What follows belongs to an exercise in optimizing a design on an open flow for a short achievable clock period and few clock cycles per item; a production flow would make more cautious choices.
Function was checked by simulation only, so behaviour that the tests miss may differ from the original.
The clock input has no modelled driver; a real chip could not lean on it and would need a root buffer or a full tree.
Power figures rest on the tool's default switching activity, not on a simulated workload.

// ksih
module ksih (
    input  wire        clk,
    input  wire        rst,           
    output wire [3:0]  col_o,         
    input  wire [3:0]  row_i,         
    output wire [4:0]  out_o,         
    output wire        out_we_o,      
    input  wire        edge_i,        
    output wire        irq_o,         
    input  wire        invoke_i,      
    output wire        ret_o,         
    output wire        busy_o,        
    input  wire        hcmd_valid_i,  
    input  wire [10:0] hcmd_i,        
    output wire [7:0]  hrdata_o       
);
    localparam [2:0] OP_WRCOL = 3'd0, OP_RDCMB = 3'd1, OP_WROUT = 3'd2,
                     OP_ISTAT = 3'd3, OP_IDIS  = 3'd4, OP_ICLR  = 3'd5,
                     OP_IEN   = 3'd6;
    localparam [3:0] PAT0 = 4'b1110, PAT1 = 4'b1101, PAT3 = 4'b0111;
    localparam [4:0] NOKEY_OUT = 5'h10;
    reg [3:0] col_q;
    reg [4:0] out_q;
    reg       ier_q;
    reg       isr_q;
    reg       irq_q;       
    reg       busy_q;
    reg       scan_q;
    reg       fin_we_q;
    reg [3:0] pre_col_q;   
    reg       pre_ok_q;    
    reg [4:0] pre_res_q;   
    reg [7:0] hrdata_q;
    reg       out_we_q;
    reg       ret_q;
    wire [2:0] op  = hcmd_i[10:8];
    wire [7:0] arg = hcmd_i[7:0];
    wire host  = !busy_q && hcmd_valid_i && !invoke_i;
    wire start = !busy_q && invoke_i;
    wire full  = isr_q | edge_i;
  ...
Settings: LEC_CHECK=0, ABC_CLOCK_PERIOD_IN_PS=1400, CAP_MARGIN=20, CORE_MARGIN=2, CORE_UTILIZATION=40, SETUP_SLACK_MARGIN=3.5, SLEW_MARGIN=20; clock period 5.0 ns.
run.sh (not shown) runs the stock make flow with config.mk's settings and CLKGATE_MAP_FILE= SYNTH_SCRIPT=/design/flow/synth_recipe.tcl, a recipe that flattens the netlist after the stock synthesis.
The starting point completed with no timing, DRC or antenna violations.
Testbench counts at the start, summed over its fixed seeds: cycles 10,537, runs 3,200.
Next try:
ABC_CLOCK_PERIOD_IN_PS = 1000   (was 1400)
Result: The new run passed the timing, design-rule and antenna checks. Final area stays the same. Total power stays the same. Setup slack does not change. Critical path depth does not change. First-iteration DRC count is unchanged. Via count is unchanged. Synthesized cell count stays the same. Count of clock-buffer cells in the layout does not change. Routed wire length does not change. Fmax is unchanged.
Next try:
ABC_AREA = 1   (was unset)
ABC_CLOCK_PERIOD_IN_PS = unset   (was 1000)
After rerunning:
- area after synthesis decreases by 4.1%
- via count is about the same
- total power drops by 7.2%
- final area drops by 11%
- sequential power barely changes
- worst setup slack improves by 0.16 ns
- clock skew hardly moves
- routed wire length came out lower by 12%
- die area decreases by 3.9%
- utilization fell by 6.5 points
- global-route usage drops by 2.3 points
Next try:
ABC_AREA = unset   (was 1)
ABC_CLOCK_PERIOD_IN_PS = 10   (was unset)
The changed run completed without violations.
Final area is higher by 13%.
First-iteration DRC count falls by about 22%.
Clock skew stays flat.
Global-route usage grows by 2.3 points.
Total power increases by 7.8%.

== run 1 ==
Another version of the RTL of ksih (not shown whole).
For scale: roughly 41 I/O pins, ~0.0034 mm² of cells after synthesis.
// ksih
module ksih (
    input  wire        clk,
    input  wire        rst,           
    output wire [3:0]  col_o,         
    input  wire [3:0]  row_i,         
    output wire [4:0]  out_o,         
    output wire        out_we_o,      
    input  wire        edge_i,        
    output wire        irq_o,         
    input  wire        invoke_i,      
    output wire        ret_o,         
    output wire        busy_o,        
    input  wire        hcmd_valid_i,  
    input  wire [10:0] hcmd_i,        
    output wire [7:0]  hrdata_o       
);
Settings: LEC_CHECK=0, ABC_AREA=1, CAP_MARGIN=20, CORE_MARGIN=2, CORE_UTILIZATION=40, SETUP_SLACK_MARGIN=3.5, SLEW_MARGIN=20, SYNTH_HIERARCHICAL=1, SYNTH_MINIMUM_KEEP_SIZE=0; clock period 5.0 ns.
standard.sh (not shown) runs the stock make flow with config.mk's settings and CLKGATE_MAP_FILE= SYNTH_SCRIPT=/design/flow/synth_recipe.tcl, a recipe that flattens the netlist after the stock synthesis.
==> flow/flow/run.sh <==
#!/bin/bash
# Layout flow: the standard ORFS flow, except that the clock tree that
# CTS builds is replaced by a few clock buffers, one level deep
# (see post_cts.tcl). Each tool's output goes to a log file of its own
# under orfs/logs (ORFS's own logs), and this script's output to flow.log.
set -euo pipefail
export POST_CTS_TCL="$PWD/flow/post_cts.tcl"
bash standard.sh finish > flow.log 2>&1 || { tail -50 flow.log; exit 1; }
tail -5 flow.log
Other scripts of this flow, unchanged in this note and not shown: flow/flow/post_cts.tcl
Testbench counts of run 1, summed over its fixed seeds: cycles 10,537, runs 3,200.
Relative to run 1, the following input files were edited for run 2:
- ABC_AREA now 0, was 1
==> run summary <==
When run 2 is set beside run 1, its sequential portion of the cell area turns out to be 0.77 points larger. | worst hold slack | run 2 vs run 1 | better |. Compared with run 1, run 2 shows a lower worst setup slack. On proportion of synthesized chip area in sequential cells, run 2 and run 1 are neck and neck.
No run of this note takes its clock network from TritonCTS; it comes from the design's own scripts or RTL.

the reference run:
The RTL this note starts from:
==> flow/design.v <==
module ksih_keydec (
    input  wire [7:0] addr,
    output reg  [4:0] data
);
    always @(*) begin
        case (addr)
            8'hE7: data = 5'h00;
            8'h77: data = 5'h01;
            8'h7B: data = 5'h02;
            8'h7D: data = 5'h03;
            8'hB7: data = 5'h04;
            8'hBB: data = 5'h05;
            8'hBD: data = 5'h06;
            8'hD7: data = 5'h07;
            8'hDB: data = 5'h08;
            8'hDD: data = 5'h09;
            8'h7E: data = 5'h0A;
            8'hBE: data = 5'h0B;
            8'hDE: data = 5'h0C;
            8'hEE: data = 5'h0D;
            8'hED: data = 5'h0E;
            8'hEB: data = 5'h0F;
            default: data = 5'h10;
        endcase
    end
endmodule
module ksih (
    input  wire        clk,
    input  wire        rst,           
    output wire [3:0]  col_o,         
    input  wire [3:0]  row_i,         
    output wire [4:0]  out_o,         
    output wire        out_we_o,      
    input  wire        edge_i,        
    output wire        irq_o,         
    input  wire        invoke_i,      
    output wire        ret_o,         
    output wire        busy_o,        
    input  wire        hcmd_valid_i,  
    input  wire [10:0] hcmd_i,        
    output wire [7:0]  hrdata_o       
);
    localparam [3:0] PAT0 = 4'b1110, PAT1 = 4'b1101, PAT2 = 4'b1011,
                     PAT3 = 4'b0111;
    localparam [4:0] NOKEY_OUT = 5'h10;
    function [15:0] codes(input [3:0] c);
        case (c)
            PAT0:    codes = 16'hABCD;
            PAT1:    codes = 16'h369E;
            PAT2:    codes = 16'h258F;
            PAT3:    codes = 16'h1470;
            default: codes = 16'h0000;
        endcase
    endfunction
    function [3:0] rot(input [3:0] c);
        rot = {c[2:0], c[3]};
    endfunction
    reg [3:0] col_q;
    reg [4:0] out_q;
    reg       ier_q;
    reg       isr_q;
    reg       irq_q;       
    reg       busy_q;
    reg       scan_q;
    reg       fin_we_q;
    reg [3:0] pre_row_q;
    reg [3:0] pre_col_q;
    reg        me_q;       
    reg [4:0]  mres_q;     
    reg [3:0]  mcol_q;     
    reg [15:0] cr_q;       
    reg [7:0] hrdata_q;
    reg       out_we_q;
    reg       ret_q;
    wire [4:0] pre_res;
    ksih_keydec u_keydec (
        .addr ({pre_row_q, pre_col_q}),
        .data (pre_res)
    );
    wire       pre_ok   = !pre_res[4] || (pre_col_q == PAT3);
    wire       is_pat0  = (col_q == PAT0);
    wire       is_pat1  = (col_q == PAT1);
    wire       nlast    = (mcol_q == PAT3);
    wire       nend_pre = pre_ok && (rot(mcol_q) == pre_col_q);
    wire       b_me     = nlast || nend_pre;
    wire [4:0] b_mres   = nend_pre ? pre_res : NOKEY_OUT;
    wire [3:0] b_mcol   = nlast ? mcol_q : rot(mcol_q);
    wire [15:0] b_cr    = codes(mcol_q);
    wire [4:0] out_keep = (busy_q && fin_we_q) ? pre_res : out_q;
    wire [3:0]  col_d, pre_row_d, pre_col_d, mcol_d;
    wire [4:0]  out_d, mres_d;
    wire [15:0] cr_d;
    wire [7:0]  hrdata_d;
    wire ier_d, isr_d, irq_d, busy_d, scan_d, fin_we_d, me_d, out_we_d, ret_d;
    ksih_next u_next (
        .rst (rst), .row_i (row_i), .edge_i (edge_i), .invoke_i (invoke_i),
        .hcmd_valid_i (hcmd_valid_i), .hcmd_i (hcmd_i),
        .col_q (col_q), .ier_q (ier_q), .isr_q (isr_q), .busy_q (busy_q),
        .scan_q (scan_q), .fin_we_q (fin_we_q), .pre_row_q (pre_row_q),
        .pre_col_q (pre_col_q), .me_q (me_q), .mres_q (mres_q),
        .mcol_q (mcol_q), .cr_q (cr_q), .hrdata_q (hrdata_q),
        .is_pat0 (is_pat0), .is_pat1 (is_pat1), .out_keep (out_keep),
        .b_me (b_me), .b_mres (b_mres), .b_mcol (b_mcol), .b_cr (b_cr),
        .col_d (col_d), .out_d (out_d), .ier_d (ier_d), .isr_d (isr_d),
        .irq_d (irq_d), .busy_d (busy_d), .scan_d (scan_d),
        .fin_we_d (fin_we_d), .pre_row_d (pre_row_d), .pre_col_d (pre_col_d),
        .me_d (me_d), .mres_d (mres_d), .mcol_d (mcol_d), .cr_d (cr_d),
        .hrdata_d (hrdata_d), .out_we_d (out_we_d), .ret_d (ret_d)
    );
    always @(posedge clk) begin
        col_q     <= col_d;
        out_q     <= out_d;
        ier_q     <= ier_d;
        isr_q     <= isr_d;
        irq_q     <= irq_d;
        busy_q    <= busy_d;
        scan_q    <= scan_d;
        fin_we_q  <= fin_we_d;
        pre_row_q <= pre_row_d;
        pre_col_q <= pre_col_d;
        me_q      <= me_d;
        mres_q    <= mres_d;
        mcol_q    <= mcol_d;
        cr_q      <= cr_d;
        hrdata_q  <= hrdata_d;
        out_we_q  <= out_we_d;
        ret_q     <= ret_d;
    end
    assign col_o    = col_q;
    assign out_o    = out_q;
    assign out_we_o = out_we_q;
    assign irq_o    = irq_q;
    assign ret_o    = ret_q;
    assign busy_o   = busy_q;
    assign hrdata_o = hrdata_q;
endmodule
module ksih_next (
    input  wire        rst,
    input  wire [3:0]  row_i,
    input  wire        edge_i,
    input  wire        invoke_i,
    input  wire        hcmd_valid_i,
    input  wire [10:0] hcmd_i,
    input  wire [3:0]  col_q,
    input  wire        ier_q,
    input  wire        isr_q,
    input  wire        busy_q,
    input  wire        scan_q,
    input  wire        fin_we_q,
    input  wire [3:0]  pre_row_q,
    input  wire [3:0]  pre_col_q,
    input  wire        me_q,
    input  wire [4:0]  mres_q,
    input  wire [3:0]  mcol_q,
    input  wire [15:0] cr_q,
    input  wire [7:0]  hrdata_q,
    input  wire        is_pat0,
    input  wire        is_pat1,
    input  wire [4:0]  out_keep,
    input  wire        b_me,
    input  wire [4:0]  b_mres,
    input  wire [3:0]  b_mcol,
    input  wire [15:0] b_cr,
    output reg  [3:0]  col_d,
    output reg  [4:0]  out_d,
    output reg         ier_d,
    output reg         isr_d,
    output wire        irq_d,
    output reg         busy_d,
    output reg         scan_d,
    output wire        fin_we_d,
    output wire [3:0]  pre_row_d,
    output wire [3:0]  pre_col_d,
    output wire        me_d,
    output wire [4:0]  mres_d,
    output wire [3:0]  mcol_d,
    output wire [15:0] cr_d,
    output reg  [7:0]  hrdata_d,
    output reg         out_we_d,
    output reg         ret_d
);
    localparam [2:0] OP_WRCOL = 3'd0, OP_RDCMB = 3'd1, OP_WROUT = 3'd2,
                     OP_ISTAT = 3'd3, OP_IDIS  = 3'd4, OP_ICLR  = 3'd5,
                     OP_IEN   = 3'd6;
    localparam [3:0] PAT0 = 4'b1110, PAT1 = 4'b1101, PAT2 = 4'b1011;
    localparam [4:0] NOKEY_OUT = 5'h10;
    wire [3:0] m;                        
    assign m[0] = (row_i == 4'b1110);
    assign m[1] = (row_i == 4'b1101);
    assign m[2] = (row_i == 4'b1011);
    assign m[3] = (row_i == 4'b0111);
    wire       hit  = |m;
    wire [3:0] code = ({4{m[0]}} & cr_q[3:0])  | ({4{m[1]}} & cr_q[7:4]) |
                      ({4{m[2]}} & cr_q[11:8]) | ({4{m[3]}} & cr_q[15:12]);
    wire [2:0] op    = hcmd_i[10:8];
    wire [7:0] arg   = hcmd_i[7:0];
    wire host  = !busy_q && hcmd_valid_i && !invoke_i;
    wire start = !busy_q && invoke_i;
    wire full  = isr_q | edge_i;
    wire to1   = is_pat0 && !hit;        
    wire [4:0] pre_now = hit ? {1'b0, m[0] ? 4'hE : m[1] ? 4'h9 : m[2] ? 4'h6 : 4'h3}
                             : NOKEY_OUT;
    assign pre_row_d = busy_q ? pre_row_q : row_i;
    assign pre_col_d = busy_q ? pre_col_q : col_q;
    assign fin_we_d  = full;
    assign me_d      = busy_q ? b_me   : (is_pat1 && hit);
    assign mres_d    = busy_q ? b_mres : (is_pat1 ? pre_now : NOKEY_OUT);
    assign mcol_d    = busy_q ? b_mcol : (to1 ? PAT2 : PAT1);
    assign cr_d      = busy_q ? b_cr   : (to1 ? 16'h369E : 16'hABCD);
    assign irq_d     = ier_d & isr_d;
    always @(*) begin
        ier_d    = ier_q;
        isr_d    = isr_q | edge_i;
        col_d    = col_q;
        hrdata_d = hrdata_q;
        out_d    = out_keep;
        out_we_d = 1'b0;
        ret_d    = 1'b0;
        busy_d   = 1'b0;
        scan_d   = 1'b0;
        if (busy_q) begin
            busy_d   = scan_q && !hit && !me_q;
            scan_d   = scan_q && !hit && !me_q;
            ret_d    = !scan_q || hit || me_q;
            out_we_d = scan_q ? (hit || me_q) : fin_we_q;
            if (scan_q) begin
                out_d = hit ? {1'b0, code} : mres_q;
                if (!hit)
                    col_d = mcol_q;
            end
        end else if (invoke_i) begin
            busy_d = 1'b1;
            scan_d = full && !(is_pat0 && hit);
            ier_d  = full;
            isr_d  = 1'b0;
            if (full)
                col_d = to1 ? PAT1 : PAT0;
        end else if (hcmd_valid_i) begin
            case (op)
                OP_WRCOL: col_d = arg[3:0];
                OP_RDCMB: hrdata_d = {row_i, col_q};
                OP_WROUT: begin
                    out_d    = arg[4:0];
                    out_we_d = 1'b1;
                end
                OP_ISTAT: hrdata_d = {7'b0, isr_q};
                OP_IDIS:  if (arg[0]) ier_d = 1'b0;
                OP_ICLR:  if (arg[0]) isr_d = edge_i;
                OP_IEN:   if (arg[0]) ier_d = 1'b1;
                default:  ;
            endcase
        end
        if (rst) begin
            col_d    = 4'b1111;
            ier_d    = 1'b0;
            isr_d    = 1'b0;
            hrdata_d = 8'h00;
            out_we_d = 1'b0;
            ret_d    = 1'b0;
            busy_d   = 1'b0;
            scan_d   = 1'b0;
        end
    end
endmodule
Settings: LEC_CHECK=0, CAP_MARGIN=20, CORE_MARGIN=2, CORE_UTILIZATION=40, SETUP_SLACK_MARGIN=3.5, SLEW_MARGIN=20, SYNTH_HIERARCHICAL=1, SYNTH_MINIMUM_KEEP_SIZE=0; clock period 5.0 ns.
run.sh (not shown) runs the stock make flow with config.mk's settings and CLKGATE_MAP_FILE= SYNTH_SCRIPT=/design/flow/synth_recipe.tcl, a recipe that flattens the netlist after the stock synthesis.
Stock flow here: none of the scripts above is used.
Testbench counts of the reference run, summed over its fixed seeds: cycles 10,537, runs 3,200.
### the reference run -> the trial run
# the reference run
export LEC_CHECK = 0
export CAP_MARGIN = 20
export CORE_MARGIN = 2
export CORE_UTILIZATION = 40
export SETUP_SLACK_MARGIN = 3.5
export SLEW_MARGIN = 20
export SYNTH_HIERARCHICAL = 1
export SYNTH_MINIMUM_KEEP_SIZE = 0
create_clock -name core_clock -period 5.0 [get_ports {clk}]
# the trial run
export LEC_CHECK = 0
export ABC_AREA = 1
export CAP_MARGIN = 20
export CORE_MARGIN = 2
export CORE_UTILIZATION = 40
export SETUP_SLACK_MARGIN = 3.5
export SLEW_MARGIN = 20
export SYNTH_HIERARCHICAL = 1
export SYNTH_MINIMUM_KEEP_SIZE = 0
create_clock -name core_clock -period 5.0 [get_ports {clk}]
## What came out
The reference run → the trial run: non-clock buffer share of cell area increased by 1.5 points relative to the old numbers; final clock skew about even; part of the total power dissipated in the clock network up 2.7 points; maximum frequency moved up; summed area of non-filler cells in the final layout went up 580 µm². Of the trial run and the reference run, it is the trial run that has the lower final critical-path required period. As of the trial run, routed wire length had risen by more than 10% compared to the reference run.

## what the ideal ports hide
No port has a modelled driver above. Below, the same layouts with a new extraction and two added sets of constraints. Step 1 assumes that a clkbuf_16 drives the clock port and a buf_2 every other input. Step 2 also shifts input and output timing later by t, the mid clock arrival at the registers, as if the neighbouring blocks saw the same clock. Three values: ideal ports, drivers, drivers and shift; two values: the first two.
| run | t (ns) | setup slack, ns | hold WS [ns] | latest minus earliest clock arrival (ns) | cell pins on the clock port's net |
|---|---|---|---|---|---|
| the first run of note 1 | 0.308 | 2.849 / 2.788 / 2.480 | 0.505 / 0.505 / 0.505 | 0.007 / 0.007 | 1 |
| the second run of note 1 | 0.308 | 2.849 / 2.788 / 2.480 | 0.505 / 0.505 / 0.505 | 0.007 / 0.007 | 1 |
| the third run of note 1 | 0.315 | 3.005 / 2.980 / 2.665 | 0.478 / 0.478 / 0.478 | 0.008 / 0.008 | 1 |
| the fourth run of note 1 | 0.308 | 2.849 / 2.788 / 2.480 | 0.505 / 0.505 / 0.505 | 0.007 / 0.007 | 1 |
| run 1 | 0.200 | 3.164 / 3.110 / 2.910 | 0.473 / 0.473 / 0.473 | 0.007 / 0.006 | 3 |
| run 2 | 0.204 | 2.814 / 2.821 / 2.618 | 0.480 / 0.480 / 0.480 | 0.009 / 0.009 | 3 |
| the reference run | 0.367 | 2.907 / 2.886 / 2.519 | 0.458 / 0.458 / 0.458 | 0.010 / 0.010 | 1 |
| the trial run | 0.385 | 3.069 / 3.034 / 2.785 | 0.439 / 0.439 / 0.439 | 0.010 / 0.011 | 1 |
After both steps every run listed still meets setup and hold. The setup slack of the reference run, which loses most, moves by -0.021 ns with the drivers and by -0.388 ns with both steps.
